Background: an optimization exercise with open tools, aiming at a short achievable clock period and few clock cycles. Do not read the settings as production practice. Function was checked by simulation only, so behaviour that the tests miss may differ from the original. Power and IR drop assume default switching activity.

`flow/config.mk`:
```
export PLATFORM = sky130hd
export DESIGN_NAME = adc_seq
export DESIGN_NICKNAME = adc_seq
export VERILOG_FILES = /design/flow/design.v
export SDC_FILE = /design/flow/constraint.sdc
export NUM_CORES = 4
export LEC_CHECK = 0
export ABC_CLOCK_PERIOD_IN_PS = 300
export CAP_MARGIN = 20
export CORE_MARGIN = 2
export CORE_UTILIZATION = 45
export SETUP_SLACK_MARGIN = 4.5
export SLEW_MARGIN = 20
export SYNTH_HIERARCHICAL = 1
```
`flow/constraint.sdc`:
```
create_clock -name core_clock -period 6.0 [get_ports {clk}]
set_input_delay 1.2000 -clock core_clock [delete_from_list [all_inputs] [get_ports {clk}]]
set_output_delay 1.2000 -clock core_clock [all_outputs]
set_load 0.01 [all_outputs]
```
`flow/design.v`:
```
module adc_seq_cap (
    input  wire [31:0] cmd_word,
    input  wire [31:0] cmd_addr,
    input  wire [15:0] cmd_a_hi,
    input  wire        out_on,
    output wire        rd, w, mod, pi, ps, ai, ar,   
    output wire        spec,                         
    output wire [7:0]  is,                           
    output wire        mis                           
);
    wire [3:0] op  = cmd_word[3:0];
    wire       hz  = (cmd_word[31:9] == 23'd0);
    wire       w80 = hz & (cmd_word[8:4] == 5'd0);
    assign rd   = w80 & (op == 4'h1);
    assign w    = w80 & ((op == 4'h2) | (op == 4'h3));
    assign mod  = op[0];                            
    assign pi   = w80 & (op == 4'h4) & (cmd_a_hi == 16'd0);
    assign ps   = hz & (op == 4'h5);
    assign ai   = w80 & (op == 4'h6);
    assign ar   = w80 & (op == 4'h7);
    assign spec = (op == 4'h5) & out_on;
    assign is   = {cmd_addr == 32'h3000_004C, cmd_addr == 32'h3000_0034,
                   cmd_addr == 32'h3000_0008, cmd_addr == 32'h3000_0000,
                   cmd_addr == 32'h2000_0014, cmd_addr == 32'h2000_0000,
                   cmd_addr == 32'h1000_0004, cmd_addr == 32'h1000_0000};
    assign mis  = (cmd_addr[1:0] != 2'b00);
endmodule
module adc_seq_fast (
    input  wire        rst,
    input  wire        cmd_valid,
    input  wire [31:0] cmd_word,
    input  wire        rdy,
    input  wire        out_on,
    input  wire        adc_on,
    input  wire        conv_busy,
    input  wire        adon,
    input  wire [15:0] odr,
    input  wire [15:0] oe,
    input  wire        rdy_o, rspv_o, bsy_o, wconv_o, rspk0_o, cst_o, cbusy_o, eoc_o,
    input  wire [15:0] odr_o, outr_o,
    output wire        rdy_d, rspv_d, bsy_d, slow_d, wconv_d, rspk0_d, cst_d, cbusy_d, eoc_d,
    output wire [15:0] odr_d, outr_d
);
    wire [3:0] op = cmd_word[3:0];
    wire hz   = (cmd_word[31:9] == 23'd0);
    wire z84  = (cmd_word[8:4] == 5'd0);
    wire f_ps = hz & (op == 4'h5) & out_on;
    wire f_ar = hz & z84 & (op == 4'h7) & adc_on & ~conv_busy & adon;
    wire spec = (op == 4'h5) & out_on;
    wire acc  = rdy & cmd_valid;
    wire [15:0] ps_bit = 16'd1 << cmd_word[7:4];
    wire [15:0] odr_ps = cmd_word[8] ? (odr | ps_bit) : (odr & ~ps_bit);
    assign rdy_d   = rst | (~acc & rdy_o);
    assign rspv_d  = ~rst & (acc ? f_ps : rspv_o);
    assign bsy_d   = ~rst & (acc ? ~f_ps : bsy_o);
    assign slow_d  = ~rst & acc & ~(f_ps | f_ar);
    assign wconv_d = ~rst & (acc ? f_ar : wconv_o);
    assign rspk0_d = ~rst & (acc ? f_ps : rspk0_o);
    assign cst_d   = ~rst & (acc ? f_ar : cst_o);
    assign cbusy_d = ~rst & ((acc & f_ar) | cbusy_o);
    assign eoc_d   = ~rst & ~(acc & f_ar) & eoc_o;
    assign odr_d   = {16{~rst}} & ((acc & spec) ? odr_ps : odr_o);
    assign outr_d  = {16{~rst}} & ((acc & spec) ? (oe & odr_ps) : outr_o);
endmodule
module adc_seq (
    input  wire        clk,
    input  wire        rst,
    input  wire        cmd_valid,
    input  wire [31:0] cmd_word,
    input  wire [31:0] cmd_addr,
    input  wire [31:0] cmd_a,
    input  wire [31:0] cmd_b,
    output wire        ready,
    output wire        rsp_valid,
    output wire [1:0]  rsp_kind,
    output wire [31:0] rsp_data,
    input  wire        rsp_take,
    output wire        busy,
    output wire        fault,
    output wire [2:0]  fault_cause,
    output wire [31:0] fault_info,
    output wire [15:0] pin_oe,
    output wire [15:0] pin_out,
    output wire        conv_start,
    output wire [4:0]  conv_ch,
    output wire        conv_trusted,
    input  wire        conv_done,
    input  wire [11:0] conv_data
);
    localparam [31:0] A_CLK0  = 32'h1000_0000;
    localparam [31:0] A_CLK1  = 32'h1000_0004;
    localparam [31:0] A_MODER = 32'h2000_0000;
    localparam [31:0] A_ODR   = 32'h2000_0014;
    localparam [31:0] A_SR    = 32'h3000_0000;
    localparam [31:0] A_CR    = 32'h3000_0008;
    localparam [31:0] A_SQR   = 32'h3000_0034;
    localparam [31:0] A_DR    = 32'h3000_004C;
    localparam [1:0] R_OK = 2'b01, R_DATA = 2'b10;
    reg        rdy, rspv, flt, bsy;   
    reg        slow;                  
    reg        w_init;                
    reg [3:0]  icnt;
    reg        w_conv;                
    reg        w_ok;                  
    reg [1:0]  rsp_k;
    reg [31:0] rsp_d;
    reg [2:0]  fcause;
    reg [31:0] finfo;
    reg        cst;
    reg [4:0]  cch;
    reg        ctr;
    reg [15:0] oe_r, out_r;           
    reg [31:0] clk0, clk1, moder, odr, cr, sqr;
    reg [11:0] dr;
    reg        eoc, settled, conv_busy;
    reg [31:0] p_word, p_addr, p_a, p_b;
    reg        s_rd, s_w, s_mod, s_pi, s_ps, s_ai, s_ar;    
    reg        p_clk0, p_clk1, p_moder, p_odr, p_sr, p_cr, p_sqr, p_dr;   
    reg        q_mis;                 
    reg        q_spec;                
    reg [15:0] q_odr;                 
    wire out_on = clk0[0];
    wire adc_on = clk1[8];
    wire done = conv_done & conv_busy & ~cst;
    wire c_rd, c_w, c_mod, c_pi, c_ps, c_ai, c_ar, c_spec, c_mis;
    wire [7:0] c_is;
    adc_seq_cap u_cap (
        .cmd_word (cmd_word),
        .cmd_addr (cmd_addr),
        .cmd_a_hi (cmd_a[31:16]),
        .out_on   (out_on),
        .rd (c_rd), .w (c_w), .mod (c_mod), .pi (c_pi), .ps (c_ps), .ai (c_ai), .ar (c_ar),
        .spec (c_spec), .is (c_is), .mis (c_mis)
    );
    always @(posedge clk) begin
        p_word  <= cmd_word;
        p_addr  <= cmd_addr;
        p_a     <= cmd_a;
        p_b     <= cmd_b;
        s_rd    <= c_rd;
        s_w     <= c_w;
        s_mod   <= c_mod;
        s_pi    <= c_pi;
        s_ps    <= c_ps;
        s_ai    <= c_ai;
        s_ar    <= c_ar;
        q_spec  <= c_spec;
        q_mis   <= c_mis;
        {p_dr, p_sqr, p_cr, p_sr, p_odr, p_moder, p_clk1, p_clk0} <= c_is;
        q_odr   <= odr[15:0];
    end
    wire [31:0] keep     = ~p_b & {32{s_mod}};
    wire [31:0] wd_clk0  = p_a | (clk0  & keep);
    wire [31:0] wd_clk1  = p_a | (clk1  & keep);
    wire [31:0] wd_moder = p_a | (moder & keep);
    wire [31:0] wd_odr   = p_a | (odr   & keep);
    wire [31:0] wd_cr    = p_a | (cr    & keep);
    wire [31:0] wd_sqr   = p_a | (sqr   & keep);
    wire rok_clk0  = p_clk0;
    wire rok_clk1  = p_clk1;
    wire rok_moder = p_moder & out_on;
    wire rok_odr   = p_odr & out_on;
    wire rok_sr    = p_sr & adc_on;
    wire rok_cr    = p_cr & adc_on;
    wire rok_sqr   = p_sqr & adc_on;
    wire rok_dr    = p_dr & adc_on;
    wire wok_clk1  = rok_clk1 & ~(conv_busy & ~wd_clk1[8]);
    wire wok_cr    = rok_cr & ~(conv_busy & (p_a[30] | ~wd_cr[0]));
    wire wok_sqr   = rok_sqr & ~conv_busy;
    wire we_clk0  = slow & s_w & rok_clk0;
    wire we_clk1  = slow & s_w & wok_clk1;
    wire we_moder = slow & s_w & rok_moder;
    wire we_odr   = slow & s_w & rok_odr;
    wire we_cr    = slow & s_w & wok_cr;
    wire we_sqr   = slow & s_w & wok_sqr;
    wire ok_rd = s_rd & (rok_clk0 | rok_clk1 | rok_moder | rok_odr |
                         rok_sr | rok_cr | rok_sqr | rok_dr);
    wire ok_w  = s_w & (rok_clk0 | wok_clk1 | rok_moder | rok_odr | wok_cr | wok_sqr);
    wire ok_ai = s_ai & ~conv_busy;
    wire ok_ar = s_ar & adc_on & ~conv_busy;
    wire ok_s  = ok_rd | ok_w | s_pi | ok_ai | ok_ar;
    wire g_pi  = slow & s_pi;
    wire g_ai0 = slow & s_ai;                     
    wire g_ai  = slow & ok_ai;                    
    wire undo  = slow & q_spec;                   
    wire st_cr    = p_a[30] & wd_cr[0];           
    wire s_start  = (we_cr & st_cr) | (slow & ok_ar & cr[0]);
    wire s_imm    = ok_ar & ~cr[0] & eoc;         
    wire busy_s   = s_ai | (s_w & p_cr & st_cr) | (s_ar & ~s_imm);
    wire set_clr  = (we_cr & (cr[0] ^ wd_cr[0])) | (we_clk1 & ~wd_clk1[8]) |
                    (g_ai & ~cr[0]);
    reg [31:0] pi_set, pi_clr;
    integer i;
    always @(*) begin
        pi_set = 32'd0;
        pi_clr = 32'd0;
        for (i = 0; i < 16; i = i + 1) begin
            if (p_a[i]) begin
                pi_set[2*i]   = 1'b1;
                pi_clr[2*i]   = 1'b1;
                pi_clr[2*i+1] = 1'b1;
            end
        end
    end
    wire [31:0] rdata_s = ({32{s_rd & rok_clk0}}  & clk0) |
                          ({32{s_rd & rok_clk1}}  & clk1) |
                          ({32{s_rd & rok_moder}} & moder) |
                          ({32{s_rd & rok_odr}}   & odr) |
                          ({32{s_rd & rok_sr}}    & {30'd0, eoc, 1'b0}) |
                          ({32{s_rd & rok_cr}}    & cr) |
                          ({32{s_rd & rok_sqr}}   & sqr) |
                          ({32{(s_rd & rok_dr) | s_imm}} & {20'd0, dr});
    wire [1:0] kind_s = {ok_rd | s_imm, (ok_w & ~(p_cr & st_cr)) | s_pi};
    wire p_map = p_clk0 | p_clk1 | p_moder | p_odr | p_sr | p_cr | p_sqr | p_dr;
    reg [2:0] f_acc;
    always @(*) begin
        if (q_mis)                                             f_acc = 3'd2;
        else if (!p_map)                                       f_acc = 3'd3;
        else if ((p_moder | p_odr) & ~out_on)                  f_acc = 3'd4;
        else if ((p_sr | p_cr | p_sqr | p_dr) & ~adc_on)       f_acc = 3'd4;
        else if (s_w & (p_sr | p_dr))                          f_acc = 3'd5;
        else                                                   f_acc = 3'd6;
    end
    wire [2:0] cause_s = (s_rd | s_w) ? f_acc :
                         s_ps ? 3'd4 :
                         s_ar ? (adc_on ? 3'd6 : 3'd4) :
                         s_ai ? 3'd6 : 3'd1;
    wire [31:0] info_s = (s_rd | s_w) ? p_addr :
                         s_ps ? A_ODR :
                         s_ar ? A_CR :
                         s_ai ? A_SQR : p_word;
    wire init_end = w_init & (icnt == 4'd0);
    wire conv_end = w_conv & done;
    wire take     = rspv & rsp_take;
    wire end_ev   = init_end | conv_end | w_ok;
    wire rd_clr   = slow & ((ok_rd & p_dr) | s_imm);    
    wire rdy_o    = rdy | take;
    wire rspv_o   = slow ? (ok_s & ~busy_s) : end_ev ? 1'b1 : take ? 1'b0 : rspv;
    wire bsy_o    = slow ? (ok_s & busy_s) : end_ev ? 1'b0 : bsy;
    wire wconv_o  = slow ? (ok_ar & cr[0]) : end_ev ? 1'b0 : w_conv;
    wire rspk0_o  = slow ? kind_s[0] : end_ev ? ~conv_end : take ? 1'b0 : rsp_k[0];
    wire cbusy_o  = s_start | (conv_busy & ~done);
    wire eoc_o    = s_start ? 1'b0 : conv_end ? 1'b0 : done ? 1'b1 : rd_clr ? 1'b0 : eoc;
    reg [31:0] clk0_n, clk1_n, moder_n, odr_n, cr_n, sqr_n;
    always @(*) begin
        clk0_n = clk0;
        if (we_clk0)            clk0_n = wd_clk0;
        else if (g_pi | g_ai0)  clk0_n[0] = 1'b1;
        clk1_n = clk1;
        if (we_clk1)            clk1_n = wd_clk1;
        else if (g_ai0)         clk1_n[8] = 1'b1;
        moder_n = moder;
        if (we_moder)           moder_n = wd_moder;
        else if (g_pi)          moder_n = (moder & ~pi_clr) | pi_set;
        else if (g_ai0)         moder_n[9:8] = 2'b11;
        odr_n = odr;
        if (we_odr)             odr_n = wd_odr;
        else if (undo)          odr_n[15:0] = q_odr;
        sqr_n = sqr;
        if (we_sqr)             sqr_n = wd_sqr;
        else if (g_ai)          sqr_n[4:0] = 5'd4;
        cr_n = cr;
        if (we_cr)              cr_n = {wd_cr[31], 1'b0, wd_cr[29:0]};
        else if (g_ai)          cr_n[0] = 1'b1;
    end
    wire [15:0] oe_n;
    genvar n;
    generate
        for (n = 0; n < 16; n = n + 1) begin : g_pin
            assign oe_n[n] = clk0_n[0] & (moder_n[2*n+1:2*n] == 2'b01);
        end
    endgenerate
    wire rdy_d, rspv_d, bsy_d, slow_d, wconv_d, rspk0_d, cst_d, cbusy_d, eoc_d;
    wire [15:0] odr_d, outr_d;
    adc_seq_fast u_fast (
        .rst       (rst),
        .cmd_valid (cmd_valid),
        .cmd_word  (cmd_word),
        .rdy       (rdy),
        .out_on    (out_on),
        .adc_on    (adc_on),
        .conv_busy (conv_busy),
        .adon      (cr[0]),
        .odr       (odr[15:0]),
        .oe        (oe_r),
        .rdy_o (rdy_o), .rspv_o (rspv_o), .bsy_o (bsy_o), .wconv_o (wconv_o),
        .rspk0_o (rspk0_o), .cst_o (s_start), .cbusy_o (cbusy_o), .eoc_o (eoc_o),
        .odr_o (odr_n[15:0]), .outr_o (oe_n & odr_n[15:0]),
        .rdy_d (rdy_d), .rspv_d (rspv_d), .bsy_d (bsy_d), .slow_d (slow_d),
        .wconv_d (wconv_d), .rspk0_d (rspk0_d), .cst_d (cst_d), .cbusy_d (cbusy_d),
        .eoc_d (eoc_d), .odr_d (odr_d), .outr_d (outr_d)
    );
    always @(posedge clk) begin
        rdy       <= rdy_d;
        rspv      <= rspv_d;
        bsy       <= bsy_d;
        slow      <= slow_d;
        w_conv    <= wconv_d;
        rsp_k[0]  <= rspk0_d;
        cst       <= cst_d;
        conv_busy <= cbusy_d;
        eoc       <= eoc_d;
        odr[15:0] <= odr_d;
        out_r     <= outr_d;
    end
    always @(posedge clk) begin
        if (rst) begin
            flt <= 1'b0;
            w_init <= 1'b0;
            w_ok <= 1'b0;
            icnt <= 4'd0;
            rsp_k[1] <= 1'b0;
            rsp_d <= 32'd0;
            fcause <= 3'd0;
            finfo <= 32'd0;
            clk0 <= 32'd0;
            clk1 <= 32'd0;
            moder <= 32'd0;
            odr[31:16] <= 16'd0;
            cr <= 32'd0;
            sqr <= 32'd0;
            oe_r <= 16'd0;
            dr <= 12'd0;
            settled <= 1'b0;
        end else begin
            icnt <= icnt - 4'd1;
            if (slow) begin
                flt <= ~ok_s;
                w_init <= ok_ai;
                w_ok <= ok_w & p_cr & st_cr;
                icnt <= 4'd15;
                rsp_k[1] <= kind_s[1];
                rsp_d <= rdata_s;
                if (!ok_s) begin
                    fcause <= cause_s;
                    finfo <= info_s;
                end
            end else begin
                if (take) begin
                    rsp_k[1] <= 1'b0;
                    rsp_d <= 32'd0;
                end
                if (end_ev) begin
                    w_init <= 1'b0;
                    w_ok <= 1'b0;
                    rsp_k[1] <= conv_end;
                end
                if (conv_end)
                    rsp_d <= {20'd0, conv_data};
            end
            clk0 <= clk0_n;
            clk1 <= clk1_n;
            moder <= moder_n;
            odr[31:16] <= odr_n[31:16];
            cr <= cr_n;
            sqr <= sqr_n;
            oe_r <= oe_n;
            if (set_clr)       settled <= 1'b0;
            else if (init_end) settled <= 1'b1;
            if (done)          dr <= conv_data;
        end
    end
    always @(posedge clk) begin
        cch <= sqr[4:0];
        ctr <= settled & (sqr[4:0] == 5'd4) & (moder[9:8] == 2'b11);
    end
    assign ready        = rdy;
    assign busy         = bsy;
    assign fault        = flt;
    assign rsp_valid    = rspv;
    assign rsp_kind     = rsp_k;
    assign rsp_data     = rsp_d;
    assign fault_cause  = fcause;
    assign fault_info   = finfo;
    assign conv_start   = cst;
    assign conv_ch      = cch;
    assign conv_trusted = ctr;
    assign pin_oe       = oe_r;
    assign pin_out      = out_r;
endmodule
```
`flow/run.sh`:
```
#!/bin/bash
# synth_recipe.tcl (not shown) runs the flow's synth.tcl, then flattens the netlist and writes it again
# the make line also repeats each setting of config.mk as NAME=value (left out here)
make -C /OpenROAD-flow-scripts/flow DESIGN_CONFIG=/design/flow/config.mk WORK_HOME=/design/flow/orfs CLKGATE_MAP_FILE= SYNTH_SCRIPT=/design/flow/synth_recipe.tcl finish
```
==> reports/metrics.yaml <==
run_status:
  status: "finished clean"
setup_path:
  critPathCaptureType: "flip-flop"
  slowest_delay_ns: 0.44
  cp_max_fo: 2
  crit_arrival_ns: 2.91
  critical_path_class: "reg2reg"
  crit_slowest_cell: "o41a_1"
  crit_required_ns: 6.50
  path_common_cell: "o41a_1"
  start_kind: "flip-flop"
  path_cells: "o41a_1, o41a_1, buf_4, buf_6, nor3_2, nand2_1, a22o_1, a21oi_1, nor2_1, and2_1"
synth:
  synthFlopType: "dfxtp_1"
  synth_area_um2: 18690
  ys_ff_latch: 487
  synth_edf_count: 0
  netlist_instances: 2082
  ys_warn_count: 7
  synth.most_common_cell: "dfxtp_1"
  seq_area_frac_synth_pct: 52.15
  synth_nets: 2229
  synth_top_area_share_pct: 52.15
  async_flop_share_pct: 0
  yosysTopAreaCell: "dfxtp_1"
  synthTopCellsByArea: "dfxtp_1, a21oi_1, nand2_1"
  netlist_top_cells_count: "dfxtp_1, a21oi_1, nand2_1"
  synth.avg_cell_area_um2: 8.979
  synth_cell_types: 69
die:
  fp.dieH_um: 207.8
  die_w_um: 207.8
  die_area_um2: 43190
  initial_core_util_pct: 45.68
  io_pins: 257
  core_area_um2: 40920
  rows: 74
routing:
  drc: 0
  dr.pass1.iters: 9
  drt_wl_total_um: 103900
  vias_per_cell: 6.742
  route.antenna.remaining_nets: 0
  via_count: 21870
  drt_iter0_drc: 3395
  routedWlPerCell_um: 32.03
power_and_ir_drop:
  cellPowerDensity_nw_per_um2: 217.8
  max-vdd-ir-drop_mv: 0.2099
  power.leakage_nw: 12.41
timing:
  setup_tns_ns: 0
  max_freq_mhz: 414.1
  drv_slew: 0
  rsz0062_at_grt: "yes"
  worstMarginPinSlew_ns: 0.7770
  fin_skew_ns: 0.04538
  period_share_pct: 40.24
  slew-limit-headroom_pct: 48.13
  period_needed_ns: 2.415
  setup_viol_count_final: 0
  hold_viol: 0
  holdWs_ns: 0.4178
  setup_slack_ns: 3.585
global_route:
  antenna_found_initial: 3
  grt_first_pass_wirelength_um: 133700
  grt_start_max_net_pins: 56
  grt.overflow.total: 0
  track_usage_pct: 40.83
  grt_pass1_vias: 20800
placement:
  dp.final_hpwl_um: 44440
  numPortBuffers: 256
  finalWeightedCongestion: 0.8452
  pre_cts_slack_ns: 2.233
clocking:
  cts-hold-fix-buffers: 0
  tritoncts: "done"
  htree_levels: 2
  root_buffer: "clkbuf_16"
  clk-insertion-delay-late_ns: 0.64
  clock_sinks: 487
  cts_buffer_depth: 3
  path_clk_slew_ns: 0.06
  cts_buffers: 51
cells_and_area:
  multiInputGateArea_um2: 12380
  drive_above_1_share_pct: 58.55
  area_growth_pct: 75.65
  fin_nets: 2817
  fillers: 2410
  seq_area_um2: 9978
job:
  drv_cap: 0
min_path:
  hold_class: "reg2reg"
## power by group
group / total (mW) / internal (mW) / switching [mW]
clock: 3.12 / 1.73 / 1.38
combinational: 0.634 / 0.292 / 0.342
sequential: 3.40 / 3.30 / 0.0971
## area by class of cell
| class | count | share of cell area, % |
|---|---|---|
| Multi-Input combinational cell | 1410 | 37.69 |
| Sequential cell | 487 | 30.39 |
| Timing Repair Buffer | 685 | 24.48 |
| Clock buffer | 84 | 4.668 |
| Tap cell | 532 | 2.027 |
| Inverter | 33 | 0.4954 |
| Clock inverter | 8 | 0.1296 |
| Timing Repair inverter | 2 | 0.09907 |
| Antenna cell | 3 | 0.02286 |
## layout by cell type (no fill, tap or decap), types with 52 or more instances in the layout
cell	n
buf_6	249
o21ai_2	70
buf_12	61
nand2_1	178
a222oi_1	56
dfxtp_1	348
nand2_4	64
clkbuf_16	61
clkdlybuf4s50_1	64
nor2_1	52
buf_4	181
dfxtp_2	117
a21oi_2	202
a21oi_1	91
## per-module statistics from Yosys, one instance, submodules excluded
| module | flops+latches | cell area [um2] | times used |
|---|---|---|---|
| adc_seq | 487 | 17140 | 1 |
| adc_seq_fast | 0 | 1092 | 1 |
| adc_seq_cap | 0 | 459.2 | 1 |
## routing by layer
layer / GRT usage, % / vias to the layer above / share of wire [%]
met5: 0.1112 / - / 0
met4: 28.03 / 0 / 8.5
met3: 12.22 / 696 / 14
met2: 60.60 / 1899 / 42
met1: 50.93 / 10450 / 35
li1: - / 8830 / -
## critical path, delay by kind of cell, from the launching register on
family	cells	cell delay (ns)
buffers and inverters	2	0.28
AOI/OAI and AO/OA	4	1.19
and+or+nand+nor	4	0.48
DFF	1	0.36
## path summary, 6_finish.rpt
kind	from	to	slack (ns)	cells past startpoint
max reg2reg	p_sqr$_DFF_P_	bsy$_DFF_P_	3.59	10
min	odr[1]$_DFF_P_	q_odr[1]$_DFF_P_	0.42	0
max	p_sqr$_DFF_P_	bsy$_DFF_P_	3.59	10
min reg2reg	odr[1]$_DFF_P_	q_odr[1]$_DFF_P_	0.42	0
## through the flow
step / utilization, % / instances / cell area, um2 / power [mW]
finish: 80.24 / 3244 / 32840 / 7.153
global route: 80.22 / 3241 / 32830 / 7.280
CTS: 74.89 / 3142 / 30650 / 7.010
detailed placement: 55.67 / 2719 / 22780 / 3.880
global placement: 55.67 / 2719 / 22780 / 3.878
floorplan: - / 2082 / 20780 / 3.667
## logic make-up (layout without fill, tap and decap cells)
family          count (synthesis)  in the layout  synth area share (%)
compound gates                686            686                 22.78
simple gates                  657            681                 17.85
flops                         487            487                 52.15
buf+inv                       209            812                 4.732
mux                            39             39                 2.262
fa+ha+maj                       2              2                0.1338
xor+xnor                        2              2               0.09372
other cells                     0              3                     0
## flip-flops by register name, summed over array words and instances (netlist names), 31 cells and up
name / flops
p_word: 32
p_addr: 32
moder: 32
cr: 31
p_b: 32
clk0: 32
finfo: 32
rsp_d: 32
p_a: 32
sqr: 32
odr: 32
clk1: 32
## what timing repair did
action,CTS,global route
pin swaps,359,191
gates resized for setup,1618,384
endpoints found under the setup margin,451,440
setup buffers,277,87
cloned,54,12
Testbench counts, summed over its fixed seeds: cycles 14,277.

[static timing again, ports no longer ideal]
How much do the figures lean on ideal ports? The routed layout below was timed once more, with nothing changed but the port constraints. Step 1 assumes that a clkbuf_16 drives the clock port and a buf_2 every other input. Step 2 adds t to the input delays and takes it off the output delays; t is the mean of the earliest and latest rising clock arrival at the registers after step 1. Input paths then give back, and output paths get back, about the clock's delay inside the block. Slacks: ideal / step 1 / step 2; pairs: ideal / step 1.
t, ns: 0.680
slack for setup (ns): 3.585 / 3.542 / 3.079
cell pins on the clock port's net: 1
After both steps setup and hold are still met in this run. The setup slack of this run moves by -0.043 ns with the drivers and by -0.506 ns with both steps.
